Background: an optimization exercise with open tools, aiming at small area. Do not read the settings as production practice. RTL that was checked went through simulation tests only; none was proved equivalent to the original. No activity file was given, so power comes from the tool's default toggle rates.

## build 4
==> flow/design.v (excerpt) <==
module zacwire_rx (
    input  wire        clk,
    input  wire        rst,
    input  wire [1:0]  cfg_profile,    
    input  wire [15:0] cfg_rate,       
    input  wire        ev_valid,
    input  wire [32:0] ev_word,
    input  wire        cmd_valid,
    input  wire [66:0] cmd_word,
    output wire        cmd_ready,
    output reg         rsp_valid,
    output wire [34:0] rsp_word
);
For scale: ~1800 cells after synthesis, about 260 flip-flops, roughly 160 I/O pins, ~17000 sq um of cells after synthesis.
export LEC_CHECK = 0
export CAP_MARGIN = 20
export CORE_MARGIN = 2
export CORE_UTILIZATION = 60
export PLACE_DENSITY = 0.75
export SLEW_MARGIN = 20
export BUFFER_PORTS_ARGS = -buffer_cell sky130_fd_sc_hd__buf_1
export CTS_ARGS = -sink_clustering_enable -repair_clock_nets -dont_use_dummy_load -buf_list sky130_fd_sc_hd__clkbuf_8 -sink_clustering_size 16 -sink_clustering_max_diameter 50
create_clock -name core_clock -period 20.0 [get_ports {clk}]
standard.sh (not shown) runs the stock make flow with config.mk's settings and CLKGATE_MAP_FILE= SYNTH_SCRIPT=/design/flow/synth_recipe.tcl, a recipe that flattens the netlist after the stock synthesis.
==> flow/flow/run.sh <==
#!/bin/bash
# Standard ORFS layout (the standard.sh, standard synthesis unchanged), with
# the port buffers made of the smallest buffer cell and a clock tree of
# smaller buffers without dummy loads.
set -euo pipefail
echo 'export BUFFER_PORTS_ARGS = -buffer_cell sky130_fd_sc_hd__buf_1' >> config.mk
echo 'export CTS_ARGS = -sink_clustering_enable -repair_clock_nets -dont_use_dummy_load -buf_list sky130_fd_sc_hd__clkbuf_8 -sink_clustering_size 16 -sink_clustering_max_diameter 50' >> config.mk
bash standard.sh finish > standard_flow.log 2>&1
Build 4 closes out successfully: all stages finished, all timing, DRC and antenna checks passed.
Here is what was changed in the inputs of build 78 compared with build 4.
- PLACE_DENSITY changed from 0.75 to 0.6
- CTS_ARGS changed from -sink_clustering_enable -repair_clock_nets -dont_use_dummy_load -buf_list sky130_fd_sc_hd__clkbuf_8 -sink_clustering_size 16 -sink_clustering_max_diameter 50 to -sink_clustering_enable -repair_clock_nets -dont_use_dummy_load -buf_list sky130_fd_sc_hd__clkbuf_16 -sink_clustering_size 28 -sink_clustering_max_diameter 60
- CORE_UTILIZATION changed from 60 to 40
==> flow/flow/run.sh <==
#!/bin/bash
# Standard ORFS layout (the standard.sh, standard synthesis unchanged), with
# the port buffers made of the smallest buffer cell and a clock tree of
# smaller buffers without dummy loads.
set -euo pipefail
echo 'export BUFFER_PORTS_ARGS = -buffer_cell sky130_fd_sc_hd__buf_1' >> config.mk
echo 'export CTS_ARGS = -sink_clustering_enable -repair_clock_nets -dont_use_dummy_load -buf_list sky130_fd_sc_hd__clkbuf_16 -sink_clustering_size 28 -sink_clustering_max_diameter 60' >> config.mk
bash standard.sh finish > standard_flow.log 2>&1
==> results.txt <==
Of the two candidates, build 4 has the better final wirelength and build 78 the worse one.
| proportion of cell area occupied by multi-input gates | lower: build 78 |
Going from build 4 to build 78, total design power grows by about 9%.
Compared with build 4, build 78 shows a lower transition time at the pin with the least slew margin.
Via count ended up 2.3% lower on build 78 than on build 4.
No run among build 78 and build 4 stopped early or left any final violation; all are clean.
The proportion of cell area spent on the clock network in build 78 sits 1.2 points above the value recorded for build 4.
Inputs modified between build 78 and build 33:
- an added GPL_TIMING_DRIVEN of 0
- a change of CTS_ARGS from -sink_clustering_enable -repair_clock_nets -dont_use_dummy_load -buf_list sky130_fd_sc_hd__clkbuf_16 -sink_clustering_size 28 -sink_clustering_max_diameter 60 to -sink_clustering_enable -repair_clock_nets -dont_use_dummy_load -buf_list sky130_fd_sc_hd__clkbuf_8 -sink_clustering_size 16 -sink_clustering_max_diameter 50
- a change of PLACE_DENSITY from 0.6 to 0.7
- a change of CORE_UTILIZATION from 40 to 55
==> flow/flow/run.sh <==
#!/bin/bash
# Standard ORFS layout (the standard.sh, standard synthesis unchanged), with
# the port buffers made of the smallest buffer cell and a clock tree of
# smaller buffers without dummy loads.
set -euo pipefail
echo 'export BUFFER_PORTS_ARGS = -buffer_cell sky130_fd_sc_hd__buf_1' >> config.mk
echo 'export CTS_ARGS = -sink_clustering_enable -repair_clock_nets -dont_use_dummy_load -buf_list sky130_fd_sc_hd__clkbuf_8 -sink_clustering_size 16 -sink_clustering_max_diameter 50' >> config.mk
bash standard.sh finish > standard_flow.log 2>&1
==> results.txt <==
Going from build 78 to build 33, height of the chip decreased by about 14% relative to the old numbers, routed wire length shrank by 1.9%, utilization went up. Summary — cell count along the critical path, build 33 relative to build 78: lower, by about 4.5%. [build 33 vs build 78] slew at the pin closest to its max-slew limit: higher in build 33. [build 33] worst-path maximum fanout fell 11 relative to build 78. Min share of power burned in the clock network across build 78 and build 33: build 33. Re area of the mapped netlist: no difference whatsoever between build 78 and build 33.
The following lists how build 47 was set up differently from build 33:
- CORE_UTILIZATION now 40, was 55
- GPL_TIMING_DRIVEN no longer set, was 0
- PLACE_DENSITY now 0.6, was 0.7
[summary]
Going from build 33 to build 47, total power grew slightly.
Taking build 33 as the reference, in build 47 part of the power in combinational logic -1.6 points, via density per instance -7.9%, total area of multi-input combinational cells ~0 delta.
For sequential share of layout area, build 33 and build 47 come out practically identical.
Build 47 vs build 33, shortest period the worst path allows went down by 0.96 ns.
Going from build 33 to build 47, maximum frequency went up by about 10%, die area higher, global-route wire length before repair now sits higher.


Another version of the RTL of zacwire_rx (not shown whole).
For scale: roughly 2500 cells after synthesis, about 300 flip-flops, ~160 I/O pins, roughly 20000 µm² of cells after synthesis.
export LEC_CHECK = 0
export ABC_AREA = 1
export CAP_MARGIN = 20
export CORE_MARGIN = 2
export CORE_UTILIZATION = 70
export PLACE_DENSITY = 0.8
export SLEW_MARGIN = 20
create_clock -name core_clock -period 20.0 [get_ports {clk}]
run.sh (not shown) runs the stock make flow with config.mk's settings and CLKGATE_MAP_FILE= SYNTH_SCRIPT=/design/flow/synth_recipe.tcl, a recipe that flattens the netlist after the stock synthesis.
Stock flow here: none of the scripts above is used.
Change:
ABC_AREA = default   (was 1)
CORE_UTILIZATION = 40   (was 70)
PLACE_DENSITY = 0.6   (was 0.8)
Total power decreases slightly. Synthesized area decreases slightly. Die area increases by well over a third. Cell area increases slightly. Via count decreases by about a fifth.
No functional check of the RTL was part of any run of this note.

==> afterwards: timing with drivers on the ports <==
In the flow no input, the clock included, has a driving cell. The finished layouts below were timed again as built, in two steps.
Step 1 (the two cells are an assumption about what drives the block):
set clk [get_ports {clk}]
set_driving_cell -lib_cell sky130_fd_sc_hd__clkbuf_16 $clk
set_driving_cell -lib_cell sky130_fd_sc_hd__buf_2 [delete_from_list [all_inputs] $clk]
Step 2 adds t to the input delays and takes it off the output delays; t is the mean of the earliest and latest rising clock arrival at the registers after step 1. Input paths then give back, and output paths get back, about the clock's delay inside the block.
Three values: ideal, step 1, step 2; two values: the first two.
run | t (ns) | setup slack, ns | worst data-port slew with drivers (ns) | cell pins on the clock port's net
build 4 | 0.636 | 10.175 / 10.179 / 9.543 | 0.09 | 1
build 78 | 0.602 | 10.040 / 10.070 / 9.468 | 0.09 | 1
build 33 | 0.640 | 9.186 / 9.212 / 8.572 | 0.08 | 1
build 47 | 0.662 | 10.150 / 10.176 / 9.514 | 0.09 | 1
the first run of note 2 | 0.624 | 9.244 / 9.274 / 8.650 | 0.07 | 1
the second run of note 2 | 0.600 | 8.691 / 8.718 / 8.118 | 0.11 | 1
After both steps setup and hold are still met in every run listed. The setup slack of build 47, which loses most, moves by +0.026 ns with the drivers and by -0.636 ns with both steps.
